Context: an optimization exercise on an open-source flow, tuned for small area, a short achievable clock period and few clock cycles. The choices shown serve that exercise and are no tape-out recipe. RTL that was checked went through simulation tests only; none was proved equivalent to the original. Power figures rest on the tool's default switching activity, not on a simulated workload.

## north
// sampa_decoder
module sampa_decoder (
    input  wire        clk,
    input  wire        rst,
    input  wire        in_valid,
    output wire        in_ready,
    input  wire [31:0] in_word,
    input  wire [15:0] in_mask,
    input  wire        clear,
    output wire        out_valid,
    input  wire        out_ready,
    output wire [3:0]  out_elink,
    output wire [1:0]  out_kind,
    output wire [49:0] out_data
);
Size: about 4,700 cells after synthesis, about 1,300 flip-flops, roughly 110 I/O pins, roughly 59,000 µm² of cells after synthesis.
clock: 10.0 ns
lec_check: 0
abc_clock_period_in_ps: 3500
cap_margin: 20
core_margin: 2
core_utilization: 40
slew_margin: 20
standard.sh (not shown) runs the stock make flow with config.mk's settings and CLKGATE_MAP_FILE= SYNTH_SCRIPT=/design/flow/synth_recipe.tcl, a recipe that flattens the netlist after the stock synthesis.
==> flow/flow/run.sh <==
#!/bin/bash
set -euo pipefail
bash standard.sh SETUP_SLACK_MARGIN=6.4 finish > standard_flow.log 2>&1
north finished every stage and its layout cleared the timing, design-rule and antenna checks.
Testbench counts of north, summed over its fixed seeds: cycles 21,280.
For south, these inputs were changed with respect to north:
Settings: setting SETUP_SLACK_MARGIN to 5 for the first time.
==> flow/run.sh (new file) <==
#!/bin/bash
# synth_recipe.tcl (not shown) runs the flow's synth.tcl, then flattens the netlist and writes it again
# the make line also repeats each setting of config.mk as NAME=value (left out here)
make -C /OpenROAD-flow-scripts/flow DESIGN_CONFIG=/design/flow/config.mk WORK_HOME=/design/flow/orfs CLKGATE_MAP_FILE= SYNTH_SCRIPT=/design/flow/synth_recipe.tcl finish
removed: flow/flow/run.sh
removed: flow/standard.sh
[summary]
south reached the end of the flow, and the finished layout is clean on the timing, design-rule and antenna checks.
Post-CTS setup buffer count ended up 83 lower on south than on north.
Setup slack in south is smaller than in north.
Worst hold slack of north is on par with south.
Re gate count after technology mapping: no difference whatsoever between south and north.

Another version of the RTL of sampa_decoder (not shown whole).
Size: about 5400 cells after synthesis, ~1300 flip-flops, about 61000 um2 of cells after synthesis.
make LEC_CHECK=0 ABC_CLOCK_PERIOD_IN_PS=4000 CAP_MARGIN=20 CORE_MARGIN=2 CORE_UTILIZATION=40 SETUP_SLACK_MARGIN=5 SLEW_MARGIN=20 finish   # period 10.0 ns
run.sh (not shown) runs the stock make flow with config.mk's settings and CLKGATE_MAP_FILE= SYNTH_SCRIPT=/design/flow/synth_recipe.tcl, a recipe that flattens the netlist after the stock synthesis.
Stock flow here: none of the scripts above is used.
Next try:
- ABC_CLOCK_PERIOD_IN_PS: 4000 -> not set
- SETUP_SLACK_MARGIN: 5 -> not set
What happened:
- power barely changes
- global-route usage barely changes
- hold slack improves by 5.2 ps
- worst setup slack degrades by 55 ps
- routed wire length went down by 0.34%
- core utilization stays flat
- non-clock buffer count went up by 7
- count of clock-buffer cells in the layout went down by 3
- final area stays flat
No run of this note included a check of the RTL's function; only the layout flow was run.

== run 1 ==
Another version of the RTL of sampa_decoder (not shown whole).
Size: ~4600 cells after synthesis, about 61000 um2 of cells after synthesis.
clock: 10.0 ns
lec_check: 0
cap_margin: 20
core_margin: 2
core_utilization: 60
cts_cluster_diameter: 60
cts_cluster_size: 22
slew_margin: 20
standard.sh (not shown) runs the stock make flow with config.mk's settings and CLKGATE_MAP_FILE= SYNTH_SCRIPT=/design/flow/synth_recipe.tcl, a recipe that flattens the netlist after the stock synthesis.
==> flow/flow/run.sh <==
#!/bin/bash
set -euo pipefail
bash standard.sh SETUP_SLACK_MARGIN=7.0 finish > standard_flow.log 2>&1
Testbench counts of run 1, summed over its fixed seeds: cycles 21,280.
## Diff of input files: run 2 against run 1
Settings: CTS_CLUSTER_DIAMETER now 80, was 60; CTS_CLUSTER_SIZE now 28, was 22; CORE_UTILIZATION now 65, was 60.
==> flow/flow/run.sh <==
#!/bin/bash
set -euo pipefail
bash standard.sh SETUP_SLACK_MARGIN=6.8 finish > standard_flow.log 2>&1
[summary]
The number of buffers inserted for hold repair after clock tree synthesis on run 1 is in line with that on run 2.
Compared with run 1, run 2 shows total number of nets in the final design lower by about 1.7%.
Measured against each other, run 1 and run 2 differ in sequential share of layout area, the lower figure coming from run 1.
Looking only at via count normalized by instance count, and setting everything else aside, the lower value of run 1 and run 2 goes to run 1.
Aggregate routed wire length: run 2 vs run 1 down 3.4%
Actual slew at the worst max-slew pin ended up 0.059 ns lower on run 2 than on run 1.
Fmax (lower): run 2
[inputs] run 3 vs run 2
Settings: swapping 28 for 22 in CTS_CLUSTER_SIZE; swapping 80 for 60 in CTS_CLUSTER_DIAMETER.
Results
- Run 3 ran to completion and came out clean on the timing, design-rule and antenna checks.
- Switching power as a share of total power up 1.1 points in run 3 wrt run 2
- For run 3, the termination of the worst setup path was a_sym[49], unlike run 2, where it was g_elink[6].u_elink.p1.
- Per the comparison of run 3 with run 2, sequential share of layout area shows a reduction of 1.7 points, sequential cell count shows no meaningful change, worst setup slack shows an increase of 0.16 ns.
Input changes introduced in run 4 (baseline for comparison: run 3):
Settings: swapping 65 for 55 in CORE_UTILIZATION.
Notes after the runs:
Run 4 was carried through to the last stage, and its layout satisfied the timing, design-rule and antenna checks. Run 3 did not stop at any stage, and its layout met the timing, design-rule and antenna checks. Against run 3, run 4 reports a sequential share of cell area that is lower. Final-layout non-clock buffer area share across run 4 and run 3: no real change. Comparing run 4 and run 3, post-cts resize count is higher on run 4. On multi-input gate area in the final layout: between run 4 and run 3, it ends up lower for run 3. Between run 4 and run 3, the portion of total power attributed to combinational logic does not differ in any meaningful way.

[static timing again, ports no longer ideal]
No port has a modelled driver above. Below, the same layouts with a new extraction and two added sets of constraints. Step 1, drivers: a clkbuf_16 drives clk and a buf_2 each remaining input, both assumed. Step 2 also shifts input and output timing later by t, the mid clock arrival at the registers, as if the neighbouring blocks saw the same clock. a / b / c = no drivers / after step 1 / after step 2; a / b = the first two.
| run | t, ns | setup WS [ns] | worst hold slack (ns) | worst setup path after step 2 | clock arrival spread, ns |
|---|---|---|---|---|---|
| north | 0.861 | 6.035 / 6.035 / 5.625 | 0.455 / 0.455 / 0.455 | input to register | 0.042 / 0.042 |
| south | 0.852 | 5.091 / 5.091 / 4.310 | 0.454 / 0.454 / 0.454 | input to register | 0.039 / 0.038 |
| the first run of note 2 | 0.869 | 5.022 / 5.022 / 4.223 | 0.471 / 0.471 / 0.471 | input to register | 0.055 / 0.055 |
| the second run of note 2 | 0.869 | 4.966 / 4.998 / 4.159 | 0.476 / 0.476 / 0.476 | input to register | 0.043 / 0.043 |
| run 1 | 0.805 | 6.650 / 6.576 / 6.323 | 0.450 / 0.450 / 0.450 | input to register | 0.041 / 0.041 |
| run 2 | 0.826 | 6.439 / 6.439 / 6.315 | 0.454 / 0.454 / 0.454 | input to register | 0.040 / 0.039 |
| run 3 | 0.808 | 6.596 / 6.563 / 6.280 | 0.445 / 0.445 / 0.445 | input to register | 0.049 / 0.049 |
| run 4 | 0.818 | 6.569 / 6.514 / 6.274 | 0.455 / 0.455 / 0.455 | input to register | 0.050 / 0.050 |
After both steps every run listed still meets setup and hold. For the second run of note 2, which loses most, drivers alone change the setup slack by +0.032 ns; drivers and shift together by -0.807 ns.
